What follows belongs to an exercise in optimizing a design on an open flow for small area, a short achievable clock period and few clock cycles per item; a production flow would make more cautious choices.
Only simulation tests tie the RTL to the original design; equivalence was not proved.
Power is estimated from default activity; no workload was simulated.

== P ==
## bit_encoder
module bit_encoder (
    input  wire        clk,
    input  wire        rst,         
    input  wire        cmd_valid,
    output wire        cmd_ready,
    input  wire [31:0] cmd_data,
    output wire        out_valid,
    input  wire        out_ready,
    output wire [7:0]  out_data,
    output wire [15:0] status,
    output wire        err
);
==> flow/config.mk <==
export PLATFORM = sky130hd
export DESIGN_NAME = bit_encoder
export DESIGN_NICKNAME = bit_encoder
export VERILOG_FILES = /design/flow/design.v
export SDC_FILE = /design/flow/constraint.sdc
export NUM_CORES = 4
export LEC_CHECK = 0
export ABC_AREA = 1
export CAP_MARGIN = 20
export CORE_MARGIN = 2
export CORE_UTILIZATION = 40
export PLACE_DENSITY = 0.6
export SETUP_SLACK_MARGIN = 3.2
export SLEW_MARGIN = 20
==> flow/constraint.sdc <==
create_clock -name core_clock -period 6.0 [get_ports {clk}]
set_input_delay 1.2000 -clock core_clock [delete_from_list [all_inputs] [get_ports {clk}]]
set_output_delay 1.2000 -clock core_clock [all_outputs]
set_load 0.01 [all_outputs]
standard.sh (not shown) runs the stock make flow with config.mk's settings and CLKGATE_MAP_FILE= SYNTH_SCRIPT=/design/flow/synth_recipe.tcl, a recipe that flattens the netlist after the stock synthesis.
==> flow/flow/run.sh <==
#!/bin/bash
# Standard ORFS layout (the standard.sh) with two changes:
#  - the port buffers are made from the smallest buffer cell
#    (sky130_fd_sc_hd__buf_1) instead of buffer_ports' default choice;
#    timing repair still resizes them where the paths need it;
#  - synthesis leaves adders as plain gates for abc (ADDER_MAP_FILE empty)
#    rather than extracting them into fa/ha cells.
# Registers, their names and the synthesis script are otherwise unchanged.
set -uo pipefail
export BUFFER_PORTS_ARGS="-buffer_cell sky130_fd_sc_hd__buf_1"
bash standard.sh ADDER_MAP_FILE= finish > standard_flow.log 2>&1
status=$?
cp -r orfs/logs/sky130hd/bit_encoder/base orfs_logs 2>/dev/null
exit $status
Testbench counts of P, summed over its fixed seeds: cycles 13,921, items 13,063.
--- input diff P..Q ---
--- a/flow/flow/run.sh
+++ b/flow/flow/run.sh
@@ -1,3 +1,3 @@
 #!/bin/bash
-# Standard ORFS layout (the standard.sh) with two changes:
+# Standard ORFS layout (the standard.sh) with these changes:
 #  - the port buffers are made from the smallest buffer cell
@@ -6,3 +6,4 @@
 #  - synthesis leaves adders as plain gates for abc (ADDER_MAP_FILE empty)
-#    rather than extracting them into fa/ha cells.
+#    rather than extracting them into fa/ha cells;
+#  - clock tree synthesis adds no dummy load cells.
 # Registers, their names and the synthesis script are otherwise unchanged.
@@ -10,2 +11,3 @@
 export BUFFER_PORTS_ARGS="-buffer_cell sky130_fd_sc_hd__buf_1"
+export CTS_ARGS="-sink_clustering_enable -repair_clock_nets -dont_use_dummy_load -sink_clustering_size 40 -buf_list {sky130_fd_sc_hd__clkbuf_2 sky130_fd_sc_hd__clkbuf_4}"
 bash standard.sh ADDER_MAP_FILE= finish > standard_flow.log 2>&1
--- a/flow/config.mk
+++ b/flow/config.mk
@@ -8,3 +8,3 @@
 export ABC_AREA = 1
-export CAP_MARGIN = 20
+export CAP_MARGIN = 0
 export CORE_MARGIN = 2
@@ -12,3 +12,3 @@
 export PLACE_DENSITY = 0.6
-export SETUP_SLACK_MARGIN = 3.2
-export SLEW_MARGIN = 20
+export SETUP_SLACK_MARGIN = 3.05
+export SLEW_MARGIN = 0
Findings:
For the power per unit of standard cell area, Q came in about 13% lower than P did.
P → Q: share of total power in combinational logic climbed 3.8 points; via count dropped 131; area fraction of clock buffers and clock inverters dropped 2.5 points; maximum fanout count along the critical path dropped 1.
In the flow results for P and Q, the utilization is larger on P.
Inputs modified between Q and R:
==> flow/flow/run.sh <==
#!/bin/bash
# Standard ORFS layout (the standard.sh) with two changes:
#  - the port buffers are made from the smallest buffer cell
#    (sky130_fd_sc_hd__buf_1) instead of buffer_ports' default choice;
#    timing repair still resizes them where the paths need it;
#  - synthesis leaves adders as plain gates for abc (ADDER_MAP_FILE empty)
#    rather than extracting them into fa/ha cells.
# Registers, their names and the synthesis script are otherwise unchanged.
set -uo pipefail
export BUFFER_PORTS_ARGS="-buffer_cell sky130_fd_sc_hd__buf_1"
bash standard.sh ADDER_MAP_FILE= finish > standard_flow.log 2>&1
status=$?
cp -r orfs/logs/sky130hd/bit_encoder/base orfs_logs 2>/dev/null
exit $status
--- a/flow/config.mk
+++ b/flow/config.mk
@@ -8,3 +8,3 @@
 export ABC_AREA = 1
-export CAP_MARGIN = 0
+export CAP_MARGIN = 20
 export CORE_MARGIN = 2
@@ -12,3 +12,3 @@
 export PLACE_DENSITY = 0.6
-export SETUP_SLACK_MARGIN = 3.05
-export SLEW_MARGIN = 0
+export SETUP_SLACK_MARGIN = 3.4
+export SLEW_MARGIN = 20
### Flow results
Register-to-register slack (higher): Q
Compared to Q, the router laid down more metal wire for R.
Compared with Q, R ends up with a larger final cell area.
Comparing the two runs side by side, R comes out ahead of Q on maximum frequency from static timing analysis.
Cmp R and Q / part of the power in the clock network / higher: R
Summary of the comparison: power is higher in R, relative to Q.
Diff Q -> R: combined global-route utilization of all metal layers climbed 3.7 points; first-iteration DRC count climbed 112.
What S does differently from R at the input level:
==> flow/flow/run.sh <==
#!/bin/bash
# Standard ORFS layout, with the port buffers made from the smallest buffer
# cell (sky130_fd_sc_hd__buf_1) instead of buffer_ports' default choice;
# timing repair still resizes them where the paths need it.
set -uo pipefail
export BUFFER_PORTS_ARGS="-buffer_cell sky130_fd_sc_hd__buf_1"
bash standard.sh > standard_flow.log 2>&1
status=$?
cp -r orfs/logs/sky130hd/bit_encoder/base orfs_logs 2>/dev/null
exit $status
--- a/flow/config.mk
+++ b/flow/config.mk
@@ -12,3 +12,3 @@
 export PLACE_DENSITY = 0.6
-export SETUP_SLACK_MARGIN = 3.4
+export SETUP_SLACK_MARGIN = 3.25
 export SLEW_MARGIN = 20
- The first-iteration DRC count reported for S is smaller than that of R by 16%.
- Required time reported for the critical path endpoint is higher on S
- Re number of buffer and inverter instances along the worst setup path: S is 2 up on R.
- Per the comparison of S with R, synthesized area dropped about 3%; design area shrank by 690 um2.
- Going from R to S, synthesized area per cell increased about 5.6%, worst hold slack saw a decrease, clock buffer count in the final layout -1, global-route usage now smaller, switching power summed over all nets moved down.
- On pre-CTS worst setup slack: S sits below R.

---

== before ==
Starting RTL as in the previous note.
clock: 6.0 ns
lec_check: 0
abc_area: 1
cap_margin: 20
core_margin: 2
core_utilization: 40
place_density: 0.6
setup_slack_margin: 3.05
slew_margin: 20
==> flow/flow/run.sh <==
#!/bin/bash
# Standard ORFS layout (the standard.sh) with these changes:
#  - the port buffers are made from the smallest buffer cell
#    (sky130_fd_sc_hd__buf_1) instead of buffer_ports' default choice;
#    timing repair still resizes them where the paths need it;
#  - synthesis leaves adders as plain gates for abc (ADDER_MAP_FILE empty)
#    rather than extracting them into fa/ha cells;
#  - clock tree synthesis adds no dummy load cells.
# Registers, their names and the synthesis script are otherwise unchanged.
set -uo pipefail
export BUFFER_PORTS_ARGS="-buffer_cell sky130_fd_sc_hd__buf_1"
export CTS_ARGS="-sink_clustering_enable -repair_clock_nets -dont_use_dummy_load -sink_clustering_size 40 -sink_clustering_max_diameter 500 -buf_list {sky130_fd_sc_hd__clkbuf_4 sky130_fd_sc_hd__clkbuf_8}"
bash standard.sh ADDER_MAP_FILE= finish > standard_flow.log 2>&1
status=$?
cp -r orfs/logs/sky130hd/bit_encoder/base orfs_logs 2>/dev/null
exit $status
before ran to completion and came out clean on the timing, DRC and antenna checks.
Testbench counts of before, summed over its fixed seeds: cycles 13,921, items 13,063.
Here is what was changed in the inputs of after compared with before.
-- flow/flow/run.sh --
<<< before, line 12
export CTS_ARGS="-sink_clustering_enable -repair_clock_nets -dont_use_dummy_load -sink_clustering_size 40 -sink_clustering_max_diameter 500 -buf_list {sky130_fd_sc_hd__clkbuf_4 sky130_fd_sc_hd__clkbuf_8}"
>>> after, line 12
export CTS_ARGS="-sink_clustering_enable -repair_clock_nets -dont_use_dummy_load -sink_clustering_size 40 -buf_list {sky130_fd_sc_hd__clkbuf_2 sky130_fd_sc_hd__clkbuf_4}"
-- flow/config.mk --
<<< before, line 13
export SETUP_SLACK_MARGIN = 3.05
>>> after, line 13
export SETUP_SLACK_MARGIN = 3.12
==> comparison <==
Relative contribution of the clock network to total power | after below before. Going from before to after, the met3 layer wire length in the routed design was found to have gone up by about 28%. Sort before and after by number of vias in the routed layout asc -> top: after. Compared with before, after shows a higher combinational group share of total power. Route | after vs before | wire longer in after. Taking before as the reference, in after post-placement setup slack decreased 110 ps, total power shrank by 0.037 mW. Area overhead of the layout relative to synthesis: before vs after identical.

---

## job 101
bit_encoder again, from the RTL that the note above started with.
==> flow/design.v (excerpt) <==
module bit_encoder (
    input  wire        clk,
    input  wire        rst,         
    input  wire        cmd_valid,
    output wire        cmd_ready,
    input  wire [31:0] cmd_data,
    output wire        out_valid,
    input  wire        out_ready,
    output wire [7:0]  out_data,
    output wire [15:0] status,
    output wire        err
);
clock: 6.0 ns
lec_check: 0
abc_area: 1
cap_margin: 20
core_margin: 2
core_utilization: 40
place_density: 0.6
setup_slack_margin: 3.05
slew_margin: 20
==> flow/flow/run.sh <==
#!/bin/bash
# Standard ORFS layout (the standard.sh) with these changes:
#  - the port buffers are made from the smallest buffer cell
#    (sky130_fd_sc_hd__buf_1) instead of buffer_ports' default choice;
#    timing repair still resizes them where the paths need it;
#  - synthesis leaves adders as plain gates for abc (ADDER_MAP_FILE empty)
#    rather than extracting them into fa/ha cells;
#  - clock tree synthesis adds no dummy load cells;
#  - after global routing, flow/downsize.tcl (ORFS's POST_GLOBAL_ROUTE_TCL
#    hook) downsizes combinational cells that do not need their drive
#    strength, keeping the worst setup slack.
# Registers, their names and the synthesis script are otherwise unchanged.
set -uo pipefail
here=$(pwd)
export BUFFER_PORTS_ARGS="-buffer_cell sky130_fd_sc_hd__buf_1"
export CTS_ARGS="-sink_clustering_enable -repair_clock_nets -dont_use_dummy_load -sink_clustering_size 40 -buf_list {sky130_fd_sc_hd__clkbuf_2 sky130_fd_sc_hd__clkbuf_4}"
export POST_GLOBAL_ROUTE_TCL="$here/flow/downsize.tcl"
bash standard.sh ADDER_MAP_FILE= finish > standard_flow.log 2>&1
status=$?
cp -r orfs/logs/sky130hd/bit_encoder/base orfs_logs 2>/dev/null
exit $status
==> flow/flow/downsize.tcl <==
# POST_GLOBAL_ROUTE hook: greedy area recovery.  Each combinational cell
# well off the critical paths (setup slack at its pins at least ds_gap above
# the worst) is swapped for a smaller drive strength of the same function
# when its pins stay ds_gap/2 above the worst slack, the worst setup slack is
# no worse than before and hold is met; registers and clock buffers are
# left alone.  The modified nets
# are then re-routed incrementally, as ORFS does after its own repairs.
estimate_parasitics -global_routing
set ds_ws0 [worst_slack -max]
set ds_area0 [rsz::design_area]
puts "downsize: before ws $ds_ws0 area $ds_area0"
global_route -start_incremental
set ds_n 0
set ds_gap 0.4
proc ds_inst_slack { inst } {
  set m 1e9
  foreach p [get_pins -of_objects $inst] {
    set s [get_property $p slack_max]
    if {$s ne "" && $s < $m} { set m $s }
  }
  return $m
}
foreach inst [get_cells *] {
  set cell [get_property $inst ref_name]
  if {[string match "*__df*" $cell] || [string match "*__edf*" $cell] || [string match "*clkbuf*" $cell] || [string match "*clkinv*" $cell] || [string match "*tap*" $cell] || [string match "*fill*" $cell] || [string match "*decap*" $cell] || [string match "*conb*" $cell]} { continue }
  if {![regexp {^(sky130_fd_sc_hd__\w+)_(\d+)$} $cell -> base drv]} { continue }
  if {[ds_inst_slack $inst] < $ds_ws0 + $ds_gap} { continue }
  foreach d {0 1 2 4 6 8} {
    if {$d >= $drv} { break }
    set cand "${base}_$d"
    if {[llength [get_lib_cells -quiet */$cand]] == 0} { continue }
    if {[lsearch -exact $::env(DONT_USE_CELLS) $cand] >= 0} { continue }
    replace_cell $inst $cand
    estimate_parasitics -global_routing
    if {[worst_slack -max] >= $ds_ws0 - 0.001 && [worst_slack -min] >= 0
        && [ds_inst_slack $inst] >= $ds_ws0 + $ds_gap / 2} {
      puts "downsize: [get_full_name $inst] $cell -> $cand"
      incr ds_n
      break
    }
    replace_cell $inst $cell
  }
}
detailed_placement
global_route -end_incremental
estimate_parasitics -global_routing
puts "downsize: $ds_n cells, after ws [worst_slack -max] area [rsz::design_area]"
write_guides $::env(RESULTS_DIR)/route.guide
Testbench counts of job 101, summed over its fixed seeds: cycles 13,921, items 13,063.
The inputs of job 102 differ from those of job 101 as listed below.
==> flow/flow/downsize.tcl <==
# POST_GLOBAL_ROUTE hook: greedy area recovery.  Each combinational cell,
# in turn, is swapped for the next smaller drive strength of the same
# function when that leaves the worst setup slack no worse than before and
# hold met; registers and clock buffers are left alone.  The modified nets
# are then re-routed incrementally, as ORFS does after its own repairs.
estimate_parasitics -global_routing
set ds_ws0 [worst_slack -max]
set ds_area0 [rsz::design_area]
puts "downsize: before ws $ds_ws0 area $ds_area0"
global_route -start_incremental
set ds_n 0
foreach inst [get_cells *] {
  set cell [get_property $inst ref_name]
  if {[string match "*__df*" $cell] || [string match "*__edf*" $cell] || [string match "*clkbuf*" $cell] || [string match "*clkinv*" $cell] || [string match "*tap*" $cell] || [string match "*fill*" $cell] || [string match "*decap*" $cell] || [string match "*conb*" $cell]} { continue }
  if {![regexp {^(sky130_fd_sc_hd__\w+)_(\d+)$} $cell -> base drv]} { continue }
  foreach d {0 1 2 4 6 8} {
    if {$d >= $drv} { break }
    set cand "${base}_$d"
    if {[llength [get_lib_cells -quiet */$cand]] == 0} { continue }
    if {[lsearch -exact $::env(DONT_USE_CELLS) $cand] >= 0} { continue }
    replace_cell $inst $cand
    estimate_parasitics -global_routing
    if {[worst_slack -max] >= $ds_ws0 - 0.001 && [worst_slack -min] >= 0} {
      puts "downsize: [get_full_name $inst] $cell -> $cand"
      incr ds_n
      break
    }
    replace_cell $inst $cell
  }
}
detailed_placement
global_route -end_incremental
estimate_parasitics -global_routing
puts "downsize: $ds_n cells, after ws [worst_slack -max] area [rsz::design_area]"
write_guides $::env(RESULTS_DIR)/route.guide
==> results.txt <==
Diff job 101..job 102 | number of antenna violations at the first check in global routing | unchanged. Job 101 -> job 102: flip-flop and latch count delta 0, exact match. Comparing job 102 and job 101, the higher critical path depth was measured on job 102. Job 102 | stages: all done | timing, DRC, antenna: all pass. The final layout from job 101, which completed every stage, passed the timing, DRC and antenna checks at the end of the flow. Cmp job 102 and job 101 / shortest clock period the worst path allows after layout / higher: job 102. Max freq job 101 -> job 102: degraded. Going from job 101 to job 102, utilization -0.58 points, total power now sits lower, total wirelength of the detailed-routed design shows an increase of about 0.8%, fraction of layout cells with a size suffix above 1 shrank by 2.4 points, depth of the worst register-to-register path moved down. Job 102 does better than job 101 on cell area after layout.
#### Input delta (job 103 over job 102)
- GPL_TIMING_DRIVEN: unset -> 1
==> flow/flow/run.sh <==
#!/bin/bash
# Standard ORFS layout (the standard.sh) with these changes:
#  - the port buffers are made from the smallest buffer cell
#    (sky130_fd_sc_hd__buf_1) instead of buffer_ports' default choice;
#    timing repair still resizes them where the paths need it;
#  - synthesis leaves adders as plain gates for abc (ADDER_MAP_FILE empty)
#    rather than extracting them into fa/ha cells;
#  - clock tree synthesis adds no dummy load cells.
# Registers, their names and the synthesis script are otherwise unchanged.
set -uo pipefail
export BUFFER_PORTS_ARGS="-buffer_cell sky130_fd_sc_hd__buf_1"
export CTS_ARGS="-sink_clustering_enable -repair_clock_nets -dont_use_dummy_load -sink_clustering_size 40 -buf_list {sky130_fd_sc_hd__clkbuf_2 sky130_fd_sc_hd__clkbuf_4}"
bash standard.sh ADDER_MAP_FILE= finish > standard_flow.log 2>&1
status=$?
cp -r orfs/logs/sky130hd/bit_encoder/base orfs_logs 2>/dev/null
exit $status
removed: flow/flow/downsize.tcl
Findings:
- Compared with job 102, job 103 shows a worst supply voltage drop on vdd that is 0.34% higher.
- Of the two values seen for kind of critical path, in2reg was produced by job 102 and in2out by job 103.
- Summary of job 103 over job 102: final wirelength dropped 0.85%; share of total power in the clock network barely changed; shortest clock period the worst path allows after layout dropped 0.049 ns; area of all placed cells without fillers climbed about 1.3%.
What job 104 does differently from job 103 at the input level:
- clearing GPL_TIMING_DRIVEN, which used to be 1
==> flow/flow/run.sh <==
#!/bin/bash
# Standard ORFS layout (the standard.sh) with these changes:
#  - the port buffers are made from the smallest buffer cell
#    (sky130_fd_sc_hd__buf_1) instead of buffer_ports' default choice;
#    timing repair still resizes them where the paths need it;
#  - synthesis leaves adders as plain gates for abc (ADDER_MAP_FILE empty)
#    rather than extracting them into fa/ha cells;
#  - clock tree synthesis adds no dummy load cells;
#  - after global routing, non-critical gates are downsized (RECOVER_POWER).
# Registers, their names and the synthesis script are otherwise unchanged.
set -uo pipefail
export BUFFER_PORTS_ARGS="-buffer_cell sky130_fd_sc_hd__buf_1"
export CTS_ARGS="-sink_clustering_enable -repair_clock_nets -dont_use_dummy_load -sink_clustering_size 40 -buf_list {sky130_fd_sc_hd__clkbuf_2 sky130_fd_sc_hd__clkbuf_4}"
bash standard.sh ADDER_MAP_FILE= RECOVER_POWER=100 finish > standard_flow.log 2>&1
status=$?
cp -r orfs/logs/sky130hd/bit_encoder/base orfs_logs 2>/dev/null
exit $status
### Flow results
Fmax (job 104 over job 103): decrease, 31%. Area added between synthesis and finish was lower in job 104 than in job 103. Going from job 103 to job 104, clock skew flat, portion of the layout cell area used by non-clock buffers roughly the same, share of async-settable or async-resettable flops after synthesis did not really move. Going from job 103 to job 104, the pin slew with the least headroom to its limit was found to have gone up by 0.25 ns. Measured against each other, job 104 and job 103 differ in power, the higher figure coming from job 103.

## port drivers added, routing unchanged
Ports are ideal in the flow. The routed layouts listed here were re-timed in OpenROAD. Step 1, drivers: a clkbuf_16 drives clk and a buf_2 each remaining input, both assumed. Step 2, shift: input delay + t, output delay - t, t = (earliest + latest rising clock arrival at the registers) / 2. This alone moves slack from input paths to output paths. Three values: no drivers, after step 1, after step 2; two values: the first two.
| run | t (ns) | slack for setup (ns) | worst setup path after step 2 |
|---|---|---|---|
| P | 0.308 | 3.187 / 3.156 / 2.932 | input to register |
| Q | 0.350 | 3.114 / 3.089 / 2.853 | input to register |
| R | 0.304 | 3.201 / 3.168 / 2.886 | input to register |
| S | 0.313 | 2.789 / 2.766 / 2.453 | input to register |
| before | 0.301 | 3.118 / 3.114 / 2.819 | input to register |
| after | 0.343 | 3.165 / 3.152 / 2.826 | input to register |
| job 101 | 0.347 | 3.114 / 3.088 / 2.815 | input to register |
| job 102 | 0.346 | 3.064 / 3.052 / 2.718 | input to register |
| job 103 | 0.350 | 3.114 / 3.089 / 2.853 | input to register |
| job 104 | 0.346 | 1.824 / 1.829 / 1.483 | input to register |
After both steps every run listed still meets setup and hold. For job 102, which loses most, drivers alone change the setup slack by -0.012 ns; drivers and shift together by -0.346 ns.
